Context: an optimization exercise on an open-source flow, tuned for small area, a short achievable clock period and few clock cycles. The choices shown serve that exercise and are no tape-out recipe.
The RTL was checked by simulation tests, not by an equivalence proof against the original design.
Power and IR drop assume default switching activity.

run A:
## vs_layout
module vs_layout (
    input  wire        clk,
    input  wire        rst,
    input  wire        start,
    input  wire [4:0]  fmt,
    input  wire [14:0] w,
    input  wire [14:0] h,
    output reg         done,
    output wire [3:0]  errcode,    
    output wire [1:0]  nplanes,
    output wire [31:0] total,
    output wire [14:0] p0_w, p1_w, p2_w,
    output wire [14:0] p0_h, p1_h, p2_h,
    output wire [16:0] p0_stride, p1_stride, p2_stride,
    output wire [31:0] p0_offset, p1_offset, p2_offset,
    output wire [31:0] p0_size, p1_size, p2_size,
    output wire [1:0]  p0_role, p1_role, p2_role
);
Size: roughly 130 flip-flops, about 21000 sq um of cells after synthesis.
==> flow/config.mk <==
export PLATFORM = sky130hd
export DESIGN_NAME = vs_layout
export DESIGN_NICKNAME = vs_layout
export VERILOG_FILES = /design/flow/design.v
export SDC_FILE = /design/flow/constraint.sdc
export NUM_CORES = 4
export LEC_CHECK = 0
export ABC_AREA = 1
export CAP_MARGIN = 20
export CORE_MARGIN = 2
export CORE_UTILIZATION = 64
export SETUP_SLACK_MARGIN = 5
export SLEW_MARGIN = 20
==> flow/constraint.sdc <==
create_clock -name core_clock -period 14.0 [get_ports {clk}]
set_input_delay 2.8000 -clock core_clock [delete_from_list [all_inputs] [get_ports {clk}]]
set_output_delay 2.8000 -clock core_clock [all_outputs]
set_load 0.01 [all_outputs]
standard.sh (not shown) runs the stock make flow with config.mk's settings and CLKGATE_MAP_FILE= SYNTH_SCRIPT=/design/flow/synth_recipe.tcl, a recipe that flattens the netlist after the stock synthesis.
==> flow/flow/run.sh <==
#!/bin/bash
# The standard layout, with the port buffers made of the plain buffer
# sky130_fd_sc_hd__buf_1 instead of ORFS's default choice (a delay cell),
# and timing repair aiming at a setup slack of 6.4 ns.
set -euo pipefail
cd "$(dirname "$0")/.."
export BUFFER_PORTS_ARGS="-buffer_cell sky130_fd_sc_hd__buf_1"
bash standard.sh SETUP_SLACK_MARGIN=6.4 finish > standard_flow.log 2>&1
Having completed the whole flow, run A delivered a layout that passed the timing, design-rule and antenna checks.
Testbench counts of run A, summed over its fixed seeds: cycles 3,200.
--- input diff run A..run B ---
==> flow/flow/run.sh <==
#!/bin/bash
# The standard layout, with the port buffers made of the plain buffer
# sky130_fd_sc_hd__buf_1 instead of ORFS's default choice (a delay cell).
set -euo pipefail
cd "$(dirname "$0")/.."
export BUFFER_PORTS_ARGS="-buffer_cell sky130_fd_sc_hd__buf_1"
bash standard.sh > standard_flow.log 2>&1
diff --git a/flow/config.mk b/flow/config.mk
--- a/flow/config.mk
+++ b/flow/config.mk
@@ -7,6 +7,5 @@
 export LEC_CHECK = 0
-export ABC_AREA = 1
 export CAP_MARGIN = 20
 export CORE_MARGIN = 2
-export CORE_UTILIZATION = 64
+export CORE_UTILIZATION = 60
 export SETUP_SLACK_MARGIN = 5
- Having completed the whole flow, run B delivered a layout that passed the timing, design-rule and antenna checks.
- Run B gives less count of clock-buffer cells in the layout than run A did.
- On clock transition time at the flip-flop clock pins of the worst setup and hold paths, run B and run A are neck and neck.
- Run A has a lower multiplexer share of the synthesized area than run B.
- From run A to run B the numbers moved as follows: global routing usage on met3 picked up an extra 0.49 points; share of layout cells above drive strength 1 lost 4.7 points.
- Run B vs run A — power per cell area dropped 4.1%.
- Delta (run B minus run A): total vias in the final route lost 3781; post-synthesis xor/xnor area fraction climbed 3.4 points; floorplan core area has increased; die area picked up an extra 380 sq um.
Inputs modified between run B and run C:
diff --git a/flow/flow/run.sh b/flow/flow/run.sh
--- a/flow/flow/run.sh
+++ b/flow/flow/run.sh
@@ -6,2 +6,2 @@
 export BUFFER_PORTS_ARGS="-buffer_cell sky130_fd_sc_hd__buf_1"
-bash standard.sh > standard_flow.log 2>&1
+bash standard.sh SETUP_SLACK_MARGIN=6 finish > standard_flow.log 2>&1
diff --git a/flow/config.mk b/flow/config.mk
--- a/flow/config.mk
+++ b/flow/config.mk
@@ -7,2 +7,3 @@
 export LEC_CHECK = 0
+export ABC_AREA = 1
 export CAP_MARGIN = 20
==> comparison <==
Diff run B -> run C: slack of the critical path has increased; post-detailed-placement half-perimeter wirelength has increased; critical path data arrival time has decreased; DRC marker count from the first detailed-route iteration has increased.
Of run B and run C, run B shows the higher critical path depth, with run C below it.
The most common cell after layout, fill and taps aside comes out buf_1 in one run and nand2_1 in the other, namely in run B and run C respectively.
> inputs changed (run C -> run D)
diff --git a/flow/flow/run.sh b/flow/flow/run.sh
--- a/flow/flow/run.sh
+++ b/flow/flow/run.sh
@@ -6,2 +6,2 @@
 export BUFFER_PORTS_ARGS="-buffer_cell sky130_fd_sc_hd__buf_1"
-bash standard.sh SETUP_SLACK_MARGIN=6 finish > standard_flow.log 2>&1
+bash standard.sh SETUP_SLACK_MARGIN=7 finish > standard_flow.log 2>&1
### Flow results
Run C and run D all finish clean. Comparing run C and run D, the lower worst-case setup slack after placement was measured on run C. As far as synthesized cell count goes, run C and run D are indistinguishable; the numbers are identical. Side by side, met2 usage turned out higher in run D than in run C. A start point of the critical path of qs[5] is what run C shows, while tr[7] belongs to run D. Number of standard cells in the final layout excluding fillers came out higher on run D than on run C. Run D ended up with a higher global-route wire length before repair than run C did. Summary of run D over run C: number of diodes added for antenna fixing now larger, maximum number of pins on one net before global-route repair went up about 13%.

## afterwards: timing with drivers on the ports
Ports are ideal in the flow. The routed layouts listed here were re-timed in OpenROAD.
Step 1, drivers: a clkbuf_16 drives clk and a buf_2 each remaining input, both assumed.
Step 2 times the ports against the registers' clock, not the clock port: input delays grow and output delays shrink by t, the midpoint of the rising clock arrivals with the driver on.
Slacks: ideal / step 1 / step 2; pairs: ideal / step 1.
| run | t, ns | slack for setup (ns) | hold slack, ns | worst data-port slew with drivers (ns) |
|---|---|---|---|---|
| run A | 0.490 | 6.526 / 6.482 / 6.067 | 2.487 / 2.461 / 2.951 | 0.05 |
| run B | 0.476 | 5.206 / 5.153 / 5.010 | 2.521 / 2.490 / 2.966 | 0.05 |
| run C | 0.489 | 6.146 / 6.095 / 5.757 | 2.508 / 2.481 / 2.970 | 0.03 |
| run D | 0.491 | 6.504 / 6.452 / 6.283 | 2.504 / 2.481 / 2.973 | 0.07 |
After both steps setup and hold are still met in every run listed. For run A, which loses most, drivers alone change the setup slack by -0.044 ns; drivers and shift together by -0.459 ns.
